From an optimization exercise on the open Yosys and OpenROAD flow, aimed at small area, a short achievable clock period and few clock cycles per item; shortcuts taken in it are not production practice. Only simulation tests tie the RTL to the original design; equivalence was not proved.

==> flow/design.v <==
module keccak_round (
    input  wire [1599:0] s,
    input  wire [63:0]   rc,
    output wire [1599:0] y
);
  function integer rotl;
    input integer i;
    begin
      case (i)
        0: rotl = 0;
        1: rotl = 1;
        2: rotl = 62;
        3: rotl = 28;
        4: rotl = 27;
        5: rotl = 36;
        6: rotl = 44;
        7: rotl = 6;
        8: rotl = 55;
        9: rotl = 20;
        10: rotl = 3;
        11: rotl = 10;
        12: rotl = 43;
        13: rotl = 25;
        14: rotl = 39;
        15: rotl = 41;
        16: rotl = 45;
        17: rotl = 15;
        18: rotl = 21;
        19: rotl = 8;
        20: rotl = 18;
        21: rotl = 2;
        22: rotl = 61;
        23: rotl = 56;
        24: rotl = 14;
        default: rotl = 0;
      endcase
    end
  endfunction
  function integer pi;
    input integer i;
    begin
      case (i)
        0: pi = 0;
        1: pi = 10;
        2: pi = 20;
        3: pi = 5;
        4: pi = 15;
        5: pi = 16;
        6: pi = 1;
        7: pi = 11;
        8: pi = 21;
        9: pi = 6;
        10: pi = 7;
        11: pi = 17;
        12: pi = 2;
        13: pi = 12;
        14: pi = 22;
        15: pi = 23;
        16: pi = 8;
        17: pi = 18;
        18: pi = 3;
        19: pi = 13;
        20: pi = 14;
        21: pi = 24;
        22: pi = 9;
        23: pi = 19;
        24: pi = 4;
        default: pi = 0;
      endcase
    end
  endfunction
  wire [63:0] c [0:4];
  wire [63:0] d [0:4];
  wire [63:0] b [0:24];
  genvar x, i;
  generate
    for (x = 0; x < 5; x = x + 1) begin : g_c
      assign c[x] = s[64*x +: 64] ^ s[64*(x+5) +: 64] ^ s[64*(x+10) +: 64]
                  ^ s[64*(x+15) +: 64] ^ s[64*(x+20) +: 64];
    end
    for (x = 0; x < 5; x = x + 1) begin : g_d
      assign d[x] = c[(x+4) % 5] ^ {c[(x+1) % 5][62:0], c[(x+1) % 5][63]};
    end
    for (i = 0; i < 25; i = i + 1) begin : g_rhopi
      wire [63:0] t = s[64*i +: 64] ^ d[i % 5];
      if (rotl(i) == 0) begin : g_r0
        assign b[pi(i)] = t;
      end else begin : g_r
        assign b[pi(i)] = {t[63-rotl(i):0], t[63:64-rotl(i)]};
      end
    end
    for (i = 0; i < 25; i = i + 1) begin : g_chi
      wire [63:0] n1 = b[5*(i/5) + ((i % 5) + 1) % 5];
      wire [63:0] n2 = b[5*(i/5) + ((i % 5) + 2) % 5];
      if (i == 0) begin : g_iota
        assign y[64*i +: 64] = b[i] ^ (~n1 & n2) ^ rc;
      end else begin : g_plain
        assign y[64*i +: 64] = b[i] ^ (~n1 & n2);
      end
    end
  endgenerate
endmodule
module keccak256_core (
    input  wire         clk,
    input  wire         rst,
    input  wire         in_valid,
    output wire         in_ready,
    input  wire [63:0]  in_data,
    input  wire         in_last,
    input  wire [2:0]   in_nbytes,
    output reg          out_valid,
    output reg  [255:0] out_digest
);
  reg [1599:0] st;           
  reg [4:0]    pos;          
  reg          permuting;
  reg          final_blk;    
  reg [4:0]    round;
  assign in_ready = ~permuting;
  wire accept = in_valid & ~permuting;
  reg [63:0] rc;
  always @(*) begin
    case (round)
      5'd0: rc = 64'h0000000000000001;
      5'd1: rc = 64'h0000000000008082;
      5'd2: rc = 64'h800000000000808a;
      5'd3: rc = 64'h8000000080008000;
      5'd4: rc = 64'h000000000000808b;
      5'd5: rc = 64'h0000000080000001;
      5'd6: rc = 64'h8000000080008081;
      5'd7: rc = 64'h8000000000008009;
      5'd8: rc = 64'h000000000000008a;
      5'd9: rc = 64'h0000000000000088;
      5'd10: rc = 64'h0000000080008009;
      5'd11: rc = 64'h000000008000000a;
      5'd12: rc = 64'h000000008000808b;
      5'd13: rc = 64'h800000000000008b;
      5'd14: rc = 64'h8000000000008089;
      5'd15: rc = 64'h8000000000008003;
      5'd16: rc = 64'h8000000000008002;
      5'd17: rc = 64'h8000000000000080;
      5'd18: rc = 64'h000000000000800a;
      5'd19: rc = 64'h800000008000000a;
      5'd20: rc = 64'h8000000080008081;
      5'd21: rc = 64'h8000000000008080;
      5'd22: rc = 64'h0000000080000001;
      5'd23: rc = 64'h8000000080008008;
      default: rc = 64'h0;
    endcase
  end
  wire [1599:0] round_out;
  keccak_round u_round (.s(st), .rc(rc), .y(round_out));
  reg [63:0] lane_in;
  integer k;
  always @(*) begin
    for (k = 0; k < 8; k = k + 1) begin
      if (!in_last || k < in_nbytes)
        lane_in[8*k +: 8] = in_data[63-8*k -: 8];
      else if (k == in_nbytes)
        lane_in[8*k +: 8] = 8'h01;
      else
        lane_in[8*k +: 8] = 8'h00;
    end
  end
  reg [1599:0] absorbed;
  integer l;
  always @(*) begin
    absorbed = st;
    for (l = 0; l < 17; l = l + 1) begin
      if (pos == l)
        absorbed[64*l +: 64] = absorbed[64*l +: 64] ^ lane_in;
    end
    if (in_last)
      absorbed[64*16+56 +: 8] = absorbed[64*16+56 +: 8] ^ 8'h80;
  end
  wire [255:0] digest;
  genvar i;
  generate
    for (i = 0; i < 32; i = i + 1) begin : g_dig
      assign digest[255-8*i -: 8] = round_out[64*(i/8) + 8*(i%8) +: 8];
    end
  endgenerate
  always @(posedge clk) begin
    if (rst) begin
      st        <= 1600'd0;
      pos       <= 5'd0;
      permuting <= 1'b0;
      final_blk <= 1'b0;
      round     <= 5'd0;
      out_valid <= 1'b0;
    end else begin
      out_valid <= 1'b0;
      if (permuting) begin
        if (round == 5'd23) begin
          permuting <= 1'b0;
          round     <= 5'd0;
          if (final_blk) begin
            out_digest <= digest;
            out_valid  <= 1'b1;
            st         <= 1600'd0;
          end else begin
            st <= round_out;
          end
        end else begin
          st    <= round_out;
          round <= round + 5'd1;
        end
      end else if (accept) begin
        st <= absorbed;
        if (in_last || pos == 5'd16) begin
          permuting <= 1'b1;
          final_blk <= in_last;
          round     <= 5'd0;
          pos       <= 5'd0;
        end else begin
          pos <= pos + 5'd1;
        end
      end
    end
  end
endmodule
==> flow/run.sh <==
#!/bin/bash
# synth_recipe.tcl (not shown) runs the flow's synth.tcl, then flattens the netlist and writes it again
# the make line also repeats each setting of config.mk as NAME=value (left out here)
make -C /OpenROAD-flow-scripts/flow DESIGN_CONFIG=/design/flow/config.mk WORK_HOME=/design/flow/orfs CLKGATE_MAP_FILE= SYNTH_SCRIPT=/design/flow/synth_recipe.tcl finish
==> flow/config.mk <==
export PLATFORM = sky130hd
export DESIGN_NAME = keccak256_core
export DESIGN_NICKNAME = keccak256_core
export VERILOG_FILES = /design/flow/design.v
export SDC_FILE = /design/flow/constraint.sdc
export NUM_CORES = 4
export LEC_CHECK = 0
export CAP_MARGIN = 40
export CORE_MARGIN = 2
export CORE_UTILIZATION = 20
export PLACE_DENSITY = 0.3
export SLEW_MARGIN = 40
==> flow/constraint.sdc <==
create_clock -name core_clock -period 5.0 [get_ports {clk}]
set_input_delay 1.0000 -clock core_clock [delete_from_list [all_inputs] [get_ports {clk}]]
set_output_delay 1.0000 -clock core_clock [all_outputs]
set_load 0.01 [all_outputs]
==> summary.txt <==
-- flip-flops by register name, summed over array words and instances (netlist names) --
name        flops
final_blk       1
st           1600
u_round.rc      7
out_valid       1
pos             5
out_digest    256
permuting       1
round           5
-- layer usage --
| metal | up-vias | track usage |
|---|---|---|
| li1 | 48570 | - |
| met1 | 60850 | 0.4391 |
| met2 | 6104 | 0.4927 |
| met3 | 1446 | 0.1021 |
| met4 | 50 | 0.2604 |
| met5 | - | 0 |
-- kinds of logic (layout without fill, tap and decap cells) --
group,after synthesis,count (layout),share of synthesized area
adder cells (fa/ha/maj),13,13,0.001267
other,0,76,0
AND/OR/NAND/NOR,3224,3224,0.1076
AO/OA/AOI/OAI,2563,2563,0.1296
flip-flops,1876,1876,0.3125
XOR/XNOR,5471,5471,0.4268
multiplexers,5,5,0.0005359
buffers and inverters,733,2071,0.02170
-- final cells by class --
class	count	area (um2)
clock inverter	87	975.9
multi-input combinational	11280	96590
inverter	22	91.34
tap	8584	10740
antenna	76	190.2
timing repair buffer	1534	13900
fill	68060	469500
clock buffer	428	8313
sequential	1876	40120
-- how the worst max path moves through the flow --
stage | from | end | slack, ps | cells after the start
CTS | st[1050] | out_digest[189] | 1160 | 7
detailed placement | in_nbytes[1] | st[180] | 580 | 9
floorplan | rst | out_digest[0] | -4860 | 3
global route | st[1566] | st[696] | 1160 | 7
global placement | in_nbytes[1] | st[51] | 550 | 9
finish | st[185] | out_digest[222] | 1050 | 7
-- metrics by stage --
step | instances | hold WS, ps
after detailed placement | 23290 | 482.4
after global placement | 23280 | 476.4
after CTS | 23810 | 269.5
after floorplan | 13890 | 451.5
final | 23880 | 326.4
after global routing | 23810 | 333.4
-- layout by cell type, fill, tap and decap left out, types with 39 or more instances in the layout --
master | synthesis | routed
a21o_1 | 39 | 39
a21oi_1 | 494 | 491
a31oi_1 | 44 | 44
buf_12 | 0 | 107
buf_4 | 0 | 1084
clkbuf_1 | 659 | 91
clkbuf_16 | 0 | 296
clkbuf_8 | 0 | 41
clkdlybuf4s50_1 | 0 | 325
clkinv_2 | 0 | 40
dfxtp_1 | 1620 | 1619
diode_2 | 0 | 76
edfxtp_1 | 256 | 256
nand2_1 | 1339 | 1329
nand2b_1 | 262 | 262
nand3_1 | 58 | 55
nor2_1 | 1165 | 1158
nor2b_1 | 266 | 256
o21ai_0 | 601 | 601
o21ba_2 | 198 | 198
o221a_2 | 64 | 64
o221ai_1 | 226 | 226
o22ai_1 | 735 | 735
xnor2_1 | 3475 | 2698
xnor2_2 | 142 | 709
xnor2_4 | 1 | 211
xnor3_1 | 355 | 348
xor2_1 | 1385 | 1210
xor2_2 | 105 | 174
xor2_4 | 0 | 106
==> summary.txt <==
Final min period=3947 ps; setup repair after global routing missed its margin=false; number of maximum-capacitance constraint violations=0; vertical die dimension=805.2 um; result of the run=timing/DRC/antenna clean; clock-pin slew reported for the worst setup and hold paths after clock tree synthesis=60 ps; wire length of the first global-routing pass=1408 mm; Max Used Layer=met5; met3 routed WL=105.3 mm; sequential fraction of the synthesis area=0.3125; pre-CTS setup slack=576.5 ps; overall die area=648400 um2; Worst Hold Path Cells=2; final design instance area without fill=170900 um2; Worst slew margin=0.3129; violation count after the first detailed-route iteration=16180; origin of the worst min-delay path=rst; half-perimeter wire length after detailed placement=982.9 mm; Async SR Flop Fraction=0; Max Buffers Root-to-Sink=4; Synth warnings=2; most instantiated flip-flop cell in the synthesis netlist=dfxtp_1; number of buffers inserted by post-CTS setup repair=0; number of levels the H-tree was split into=5; antenna violations before repair=175; data arrival time of the worst path=4650 ps; final worst-path setup slack=1053 ps; final wirelength=1159 mm; endpoint of the lowest-slack register-to-register path=out_digest[222]; final antenna-violating net count=0; area of the core region=640400 um2; number of setup violations in the final report=0; final core area utilization=0.2669; category of cells accounting for the largest share of critical-path delay=XOR/XNOR gates; number of synthesized flops with an enable pin=256; vias per cell=4.900; GRT Total Usage=0.3461; number of synthesized register bits=1876; worst reg2reg startpoint=st[185]; Horiz. Die Dim=805.2 um; WP data required=5700 ps; CTS Buf Count=288; First-pass DRT Iterations=6; share of the synthesized area in the top cell type=0.2526; CP max stage delay=690 ps; CP startpoint kind=flop; Yosys top cell by area=dfxtp_1; layout-stage area growth over the synthesis result=33.13%; class of the tightest hold or removal check=in -> reg; gate count of the mapped netlist=13890; slew at the pin with the worst max-slew slack=1026 ps; sink of the worst hold path=st[0]; met1 wire length=476.6 mm; Setup TNS=0 ps; number of max-slew violations in the final report=0; master of the slowest instance on the critical path=xnor2_1; fmax=253.4 MHz; Tcrit/Tclk final=0.7894; syn_nets=13970; number of design rule violations left after detail routing=0; CTS tree=built; number of global-route vias before repair=107700; cells traversed along the worst timing path=xnor3_1, xnor2_2, xor2_2, xor2_1, buf_4, nor2_1, xnor2_1; most area-consuming cells after synthesis=dfxtp_1 25%, xnor2_1 24%, xor2_1 9.4%, xnor3_1 6.2%, edfxtp_1 6.0%; Crit Path Class=reg -> reg; Worst-Skew Late Latency=1060 ps; worst clock skew=76.69 ps; Met2 Wirelength=468.4 mm; Port Buffers=328; buffers and inverters on the worst path=1; CTS sink cnt=1876; total gr overflow=0; total placed instance area=161000 um2; most frequent cells after synthesis=3475 x xnor2_1, 1620 x dfxtp_1, 1385 x xor2_1; Top Ports=329; top-count cell post-synth=xnor2_1; via count=117000; number of different library cells in the post-synthesis netlist=64; Final GP Congestion=1.069; Mean Syn Cell Area=9.247 um2; synthesized area=128400 um2; maximum number of pins on one net before global-route repair=98; largest driver fanout on the critical path=5; worst reg-to-reg setup slack=1050 ps; count of cells along the worst register-to-register path=7; initial core utilization=0.2005; number of rows created at floorplan=294; Resized Gates After CTS=0; capturing element type of the critical path=flop; number of hold buffers added after cts=0; master cell of the clock root buffer=clkbuf_16; final hold vios=0; DR WL/cell=48.53 um; share of cells above drive strength 1=0.2084; number of nets in the finished design=15080
Testbench counts, summed over its fixed seeds: cycles 9,657, bytes 23,704.

[port drivers added, routing unchanged]
The flow's constraints put no driver on any port. The routed layout listed below was extracted and timed again, unchanged, in two steps. Step 1 sets driving cells, clkbuf_16 on the clock port and buf_2 on the other inputs (assumed; they add their load-dependent delay and slew). Step 2 moves the port delays by t, midway between the first and last clock arrival at a register: inputs arrive t later, outputs are due t later. That takes back most of the time a late clock gives input paths. Three values: no drivers, after step 1, after step 2; two values: the first two.
shift t [ns]: 1.155
setup slack, ns: 1.053 / 1.053 / 0.305
hold slack, ns: 0.326 / 0.228 / 0.489
worst register clock-pin slew, ns: 0.07 / 0.07
cell pins on the clock port's net: 1
After both steps setup and hold are still met in this run. The setup slack of this run moves by 0.000 ns with the drivers and by -0.748 ns with both steps.
